This design comes from an exercise in tuning for small area, a short achievable clock period and few clock cycles on the open sky130 flow, not from production work. Function was checked by simulation only, so behaviour that the tests miss may differ from the original. Power figures rest on the tool's default switching activity, not on a simulated workload.

== build 40 ==
==> flow/design.v (excerpt) <==
module lpr_tune #(
    parameter [6:0] CFG_BASE_NOTE = 7'd24,
    parameter [6:0] CFG_PB_RANGE  = 7'd1,
    parameter       CFG_ZONE      = 1'b0,
    parameter [6:0] CFG_NUMCH     = 7'd15
) (
    input  wire        clk,
    input  wire        rst,
    input  wire        cmd_valid,
    input  wire [31:0] cmd,
    output wire        cmd_ready,
    output reg         resp_valid,
    output reg  [63:0] resp
);
For scale: roughly 100 I/O pins.
==> flow/config.mk <==
export PLATFORM = sky130hd
export DESIGN_NAME = lpr_tune
export DESIGN_NICKNAME = lpr_tune
export VERILOG_FILES = /design/flow/design.v
export SDC_FILE = /design/flow/constraint.sdc
export NUM_CORES = 4
export LEC_CHECK = 0
export ABC_AREA = 1
export CAP_MARGIN = 20
export CORE_MARGIN = 2
export CORE_UTILIZATION = 45
export CTS_CLUSTER_DIAMETER = 100
export CTS_CLUSTER_SIZE = 30
export SLEW_MARGIN = 20
==> flow/constraint.sdc <==
create_clock -name core_clock -period 10.0 [get_ports {clk}]
set_input_delay 2.0000 -clock core_clock [delete_from_list [all_inputs] [get_ports {clk}]]
set_output_delay 2.0000 -clock core_clock [all_outputs]
set_load 0.01 [all_outputs]
standard.sh (not shown) runs the stock make flow with config.mk's settings and CLKGATE_MAP_FILE= SYNTH_SCRIPT=/design/flow/synth_recipe.tcl, a recipe that flattens the netlist after the stock synthesis.
==> flow/flow/run.sh <==
#!/bin/bash
set -o pipefail
export BUFFER_PORTS_ARGS="-buffer_cell sky130_fd_sc_hd__buf_2"
export SETUP_SLACK_MARGIN=6.8
bash standard.sh > standard.log 2>&1
status=$?
tail -n 40 standard.log
exit $status
Both conditions hold for build 40: the flow ran to the end and the final layout passed the timing, DRC and antenna checks.
Testbench counts of build 40, summed over its fixed seeds: cycles 2,592.
Relative to build 40, the following input files were edited for build 19:
==> flow/flow/run.sh <==
#!/bin/bash
set -o pipefail
export BUFFER_PORTS_ARGS="-buffer_cell sky130_fd_sc_hd__buf_2"
export SETUP_SLACK_MARGIN=7.0
bash standard.sh > standard.log 2>&1
status=$?
tail -n 40 standard.log
exit $status
In build 19, net total in the final layout is higher than in build 40.
Changes observed in build 19 relative to build 40: largest fanout on the critical path went down by 7; share of power burned in registers decreased 0.8 points.
[build 19] critical path depth fell 7 relative to build 40
Between build 40 and build 19, the flow reports net switching power increasing slightly.
Any difference in worst hold margin between build 19 and build 40 is small enough to ignore.
First-iteration DRC count, build 19 and build 40: larger value in build 19
Re setup slack at placement: build 19 is 0.045 ns down on build 40.
Relative to build 40, the sequential standard cell area measured on build 19 has increased slightly.
Start point of the critical path: rd2[24] -> build 40, resp[47] -> build 19
Diff build 40 -> build 19: setup slack climbed 0.093 ns, final period utilization went down 0.93 points.
Changes in build 52 relative to build 19:
# build 19
export LEC_CHECK = 0
export ABC_AREA = 1
export CAP_MARGIN = 20
export CORE_MARGIN = 2
export CORE_UTILIZATION = 45
export CTS_CLUSTER_DIAMETER = 100
export CTS_CLUSTER_SIZE = 30
export SLEW_MARGIN = 20
create_clock -name core_clock -period 10.0 [get_ports {clk}]
# build 52
export LEC_CHECK = 0
export ABC_AREA = 1
export CAP_MARGIN = 20
export CORE_MARGIN = 2
export CORE_UTILIZATION = 40
export CTS_CLUSTER_DIAMETER = 150
export CTS_CLUSTER_SIZE = 24
export SLEW_MARGIN = 20
create_clock -name core_clock -period 10.0 [get_ports {clk}]
==> flow/flow/run.sh <==
#!/bin/bash
set -o pipefail
export BUFFER_PORTS_ARGS="-buffer_cell sky130_fd_sc_hd__buf_2"
export SETUP_SLACK_MARGIN=6.8
bash standard.sh > standard.log 2>&1
status=$?
tail -n 40 standard.log
exit $status
==> run notes <==
Comparing the two runs side by side, build 52 comes out behind build 19 on minimum clock period after layout.
Diff build 19 -> build 52: final instance count without filler cells +about 0.9%; cell area -about 2.4%; arrival time at the worst endpoint +2.56 ns; net count reported at finish -33; total design power -2.9%.
The run with more routed wire is build 19, not build 52.
#### Input delta (build 89 over build 52)
==> flow/flow/run.sh <==
#!/bin/bash
set -o pipefail
export BUFFER_PORTS_ARGS="-buffer_cell sky130_fd_sc_hd__buf_2"
export SETUP_SLACK_MARGIN=7.0
bash standard.sh > standard.log 2>&1
status=$?
tail -n 40 standard.log
exit $status
### Flow results
- Any difference in clock insertion delay at the later pin of the skew report between build 52 and build 89 is small enough to ignore.
- Build 52 -> build 89: via count flat
- Build 52 -> build 89: diode insertion count for antenna repair delta 0, exact match
- [diff] post-route minimum period, build 89 relative to build 52: improvement
- Diff build 89 and build 52: total routing usage reported by global routing lower in build 89
- The final reports for build 89 and build 52 show relative contribution of combinational cells to total power higher in the former.

---

== rev 12 ==
Another version of the RTL of lpr_tune (not shown whole).
Size in the first run: roughly 2100 cells after synthesis, about 100 I/O pins.
export LEC_CHECK = 0
export ABC_AREA = 1
export CAP_MARGIN = 20
export CORE_MARGIN = 2
export CORE_UTILIZATION = 40
export CTS_BUF_LIST = sky130_fd_sc_hd__clkbuf_8
export CTS_CLUSTER_SIZE = 20
export SLEW_MARGIN = 20
create_clock -name core_clock -period 10.0 [get_ports {clk}]
==> flow/flow/run.sh <==
#!/bin/bash
set -o pipefail
export BUFFER_PORTS_ARGS="-buffer_cell sky130_fd_sc_hd__buf_2"
export SETUP_SLACK_MARGIN=6.8
bash standard.sh > standard.log 2>&1
status=$?
tail -n 40 standard.log
exit $status
Testbench counts of rev 12, summed over its fixed seeds: cycles 2,592.
Inputs modified between rev 12 and rev 13:
Settings: CTS_CLUSTER_SIZE: 20 -> unset; CTS_BUF_LIST: sky130_fd_sc_hd__clkbuf_8 -> unset.
--- a/flow/flow/run.sh
+++ b/flow/flow/run.sh
@@ -3,3 +3,2 @@
 export BUFFER_PORTS_ARGS="-buffer_cell sky130_fd_sc_hd__buf_2"
-export SETUP_SLACK_MARGIN=6.8
 bash standard.sh > standard.log 2>&1
Compared with rev 12, rev 13 shows post-route total power higher by 0.98%.
Rev 13: cell count is 28 lower than what rev 12 reported.
In the reports for rev 13 and rev 12, the smaller maximum VDD drop belongs to rev 12.
Minimum setup slack in the final design came out lower on rev 13 than on rev 12.
Compared with rev 12, in rev 13 maximum cell stage delay along the critical path climbed 0.23 ns, top achievable clock speed dropped about 7%.

==> separate check: timing with driven ports <==
How much do the figures lean on ideal ports? The routed layouts below were timed once more, with nothing changed but the port constraints.
Step 1 sets driving cells, clkbuf_16 on the clock port and buf_2 on the other inputs (assumed; they add their load-dependent delay and slew).
Step 2 adds t to the input delays and takes it off the output delays; t is the mean of the earliest and latest rising clock arrival at the registers after step 1. Input paths then give back, and output paths get back, about the clock's delay inside the block.
Slacks: ideal / step 1 / step 2; pairs: ideal / step 1.
run	t (ns)	slack for setup (ns)	latest minus earliest clock arrival (ns)
build 40	0.538	6.944 / 6.944 / 6.944	0.032 / 0.033
build 19	0.544	7.037 / 6.980 / 7.089	0.026 / 0.027
build 52	0.525	6.896 / 6.896 / 6.896	0.022 / 0.022
build 89	0.514	7.047 / 7.001 / 7.059	0.022 / 0.023
rev 12	0.599	6.958 / 6.915 / 6.958	0.019 / 0.019
rev 13	0.585	6.721 / 6.721 / 6.721	0.013 / 0.013
After both steps every run listed still meets setup and hold.
